What follows belongs to an exercise in optimizing a design on an open flow for small area, a short achievable clock period and few clock cycles per item; a production flow would make more cautious choices. In this exercise RTL edits were held to simulation tests only and were not proved equivalent to the original. No activity file was given, so power comes from the tool's default toggle rates.

Setup of oak:
## fpalu
module fpalu (
    input  wire        clk,
    input  wire        rst,           
    input  wire        in_valid,
    output wire        in_ready,
    input  wire [4:0]  in_op,
    input  wire [31:0] in_a,
    input  wire [31:0] in_b,
    output reg         out_valid,
    output reg  [31:0] out_result
);
Settings: LEC_CHECK=0, CAP_MARGIN=20, CORE_MARGIN=2, CORE_UTILIZATION=55, SLEW_MARGIN=20; clock period 22.0 ns.
standard.sh (not shown) runs the stock make flow with config.mk's settings and CLKGATE_MAP_FILE= SYNTH_SCRIPT=/design/flow/synth_recipe.tcl, a recipe that flattens the netlist after the stock synthesis.
==> flow/flow/run.sh <==
#!/bin/bash
# The standard layout (bash standard.sh: the standard flow's synthesis and ORFS flow), with
# two changes to how the layout is optimised; the clock, its period and the
# constraints are the design's own:
#  - the timing repair after placement, CTS and global routing aims for
#    16.5 ns of setup slack instead of 0, so it sizes the longest paths for
#    a clock of about 5.5 ns;
#  - every input and output port still gets its own buffer, but a buf_2
#    instead of the delay cell buffer_ports picks by default.
# The make output goes to standard_flow.log, each tool's own log to
# orfs/logs/.
set -euo pipefail
export SETUP_SLACK_MARGIN=16.5
export BUFFER_PORTS_ARGS="-buffer_cell sky130_fd_sc_hd__buf_2"
bash standard.sh > standard_flow.log 2>&1
oak: PASS, flow complete, no timing, DRC or antenna violations
Testbench counts of oak, summed over its fixed seeds: cycles 40,040, items 40,000.
diff inputs: oak => pine
-- flow/config.mk --
<<< oak, line 10
export CORE_UTILIZATION = 55
>>> pine, line 10
export CORE_UTILIZATION = 40
--- outcome ---
- From oak to pine the numbers moved as follows: total power higher, clock-buffer cell count higher, clock transition at the registers of the reported paths roughly the same, wire length lower.

* * *

## ember
Another version of the RTL of fpalu (not shown whole).
Size in the first run: roughly 4100 cells after synthesis, roughly 310 flip-flops, ~0.035 mm2 of cells after synthesis.
==> flow/config.mk <==
export PLATFORM = sky130hd
export DESIGN_NAME = fpalu
export DESIGN_NICKNAME = fpalu
export VERILOG_FILES = /design/flow/design.v
export SDC_FILE = /design/flow/constraint.sdc
export NUM_CORES = 4
export LEC_CHECK = 0
export CAP_MARGIN = 20
export CORE_MARGIN = 2
export CORE_UTILIZATION = 55
export SLEW_MARGIN = 20
==> flow/constraint.sdc <==
create_clock -name core_clock -period 22.0 [get_ports {clk}]
set_input_delay 4.4000 -clock core_clock [delete_from_list [all_inputs] [get_ports {clk}]]
set_output_delay 4.4000 -clock core_clock [all_outputs]
set_load 0.01 [all_outputs]
Scripts as last shown in full above: flow/flow/run.sh
Testbench counts of ember, summed over its fixed seeds: cycles 40,040, items 40,000.
Input-level comparison between raven and ember:
- an added CTS_CLUSTER_SIZE of 25
- an added CTS_CLUSTER_DIAMETER of 200
--- a/flow/flow/run.sh
+++ b/flow/flow/run.sh
@@ -6,2 +6,2 @@
-#    16.5 ns of setup slack instead of 0, so it sizes the longest paths for
-#    a clock of about 5.5 ns;
+#    16.65 ns of setup slack instead of 0, so it sizes the longest paths for
+#    a clock of about 5.35 ns;
@@ -13 +13 @@
-export SETUP_SLACK_MARGIN=16.5
+export SETUP_SLACK_MARGIN=16.65
Results
- raven finished all stages; the layout is clean.
- Sequential share of cell area was higher in raven than in ember.
- Re number of buffers added to fix hold violations after cts: no difference whatsoever between raven and ember.
- Summary: total internal power, raven better than ember
- For the wire length, raven came in 0.50% lower than ember did.
- Against ember, total number of vias in raven fell slightly.
- Comparing raven against ember, there is no change at all in worst hold path stage count.
- Summary of the comparison: final area is lower in raven, relative to ember.
- raven: power density over cell area is 7.0% lower than what ember reported.
Input-level comparison between cedar and raven:
- swapping 55 for 70 in CORE_UTILIZATION
- clearing CTS_CLUSTER_DIAMETER, which used to be 200
- clearing CTS_CLUSTER_SIZE, which used to be 25
--- a/flow/flow/run.sh
+++ b/flow/flow/run.sh
@@ -6,2 +6,2 @@
-#    16.65 ns of setup slack instead of 0, so it sizes the longest paths for
-#    a clock of about 5.35 ns;
+#    16.5 ns of setup slack instead of 0, so it sizes the longest paths for
+#    a clock of about 5.5 ns;
@@ -13 +13 @@
-export SETUP_SLACK_MARGIN=16.65
+export SETUP_SLACK_MARGIN=16.5
Total cell area at the placement stage went down slightly going from raven to cedar.
Relative to raven, maximum frequency decreased by about 2.2% in cedar.
Compared with raven, in cedar total of plain and repair buffers excluding clock buffers shows an increase of 7, clock buffer count shows an increase of 32, part of the total power dissipated in combinational logic shows a reduction of 4.0 points, setup slack of the worst register-to-register path shows a reduction of 0.25 ns, minimum period implied by the final worst setup slack shows an increase of 0.12 ns.
Summary — cell area after layout, cedar relative to raven: higher, by about 1.3%.
cedar ended with less area of the core than raven.
Against raven, cedar comes in about 7% higher on via-per-instance ratio.
Filler-free cell count of the finished design for cedar: 120 down relative to raven
#### Input delta (indigo over cedar)
- changing CORE_UTILIZATION from 70 to 55
--- a/flow/flow/run.sh
+++ b/flow/flow/run.sh
@@ -6,2 +6,2 @@
-#    16.5 ns of setup slack instead of 0, so it sizes the longest paths for
-#    a clock of about 5.5 ns;
+#    16.65 ns of setup slack instead of 0, so it sizes the longest paths for
+#    a clock of about 5.35 ns;
@@ -13 +13 @@
-export SETUP_SLACK_MARGIN=16.5
+export SETUP_SLACK_MARGIN=16.65
sky130_fd_sc_hd__dfxtp_2 as the standard cell with the maximum stage delay on the critical path was reported by indigo, and sky130_fd_sc_hd__clkinv_1 by cedar.
Sum of buffers and inverters on the critical path for indigo: 5 down relative to cedar
What cedar reported for number of inserted filler cells in the final layout has to be multiplied by 1.7 to get the figure for indigo.
Met1 track demand over resource (lower): indigo
> inputs changed (indigo -> juniper)
- CTS_BUF_LIST: unset -> sky130_fd_sc_hd__clkbuf_8
--- a/flow/flow/run.sh
+++ b/flow/flow/run.sh
@@ -6,2 +6,2 @@
-#    16.65 ns of setup slack instead of 0, so it sizes the longest paths for
-#    a clock of about 5.35 ns;
+#    16.5 ns of setup slack instead of 0, so it sizes the longest paths for
+#    a clock of about 5.5 ns;
@@ -13 +13 @@
-export SETUP_SLACK_MARGIN=16.65
+export SETUP_SLACK_MARGIN=16.5
==> comparison <==
- Worst setup slack for juniper is lower than for indigo.
- On portion of the layout cell area used by non-clock buffers, indigo and juniper are neck and neck.
- From indigo to juniper the numbers moved as follows: core utilization shows a reduction of 0.37 points; wire length on met1 climbed 190 um; relative area change from synthesis to final layout moved down; count of clock-buffer cells in the layout rose 14; fraction of final layout cells sized beyond drive strength 1 stayed essentially flat.
- juniper vs. indigo: filler cell count in the final layout picked up an extra 28, routed length on met3 lost about 4%.
- juniper and indigo ended up with roughly the same global-route usage.
- Fraction of area in clock buffers and inverters is lower on juniper

==> port drivers added, routing unchanged <==
Ports are ideal in the flow. The routed layouts listed here were re-timed in OpenROAD. Step 1 assumes that a clkbuf_16 drives the clock port and a buf_2 every other input. Step 2 adds t to the input delays and takes it off the output delays; t is the mean of the earliest and latest rising clock arrival at the registers after step 1. Input paths then give back, and output paths get back, about the clock's delay inside the block. Slacks: ideal ports / drivers / drivers and shift; pairs: ideal ports / drivers.
| run | t (ns) | slack for setup (ns) | worst hold slack (ns) |
|---|---|---|---|
| oak | 0.647 | 16.574 / 16.508 / 16.647 | 0.389 / 0.389 / 0.389 |
| pine | 0.672 | 16.555 / 16.490 / 16.607 | 0.430 / 0.430 / 0.430 |
| ember | 0.658 | 16.537 / 16.469 / 16.632 | 0.426 / 0.426 / 0.426 |
| raven | 0.609 | 16.598 / 16.531 / 16.728 | 0.451 / 0.451 / 0.451 |
| cedar | 0.619 | 16.478 / 16.478 / 16.478 | 0.422 / 0.422 / 0.422 |
| indigo | 0.662 | 16.576 / 16.508 / 16.697 | 0.427 / 0.427 / 0.427 |
| juniper | 0.754 | 16.487 / 16.419 / 16.622 | 0.431 / 0.431 / 0.431 |
After both steps setup and hold are still met in every run listed.
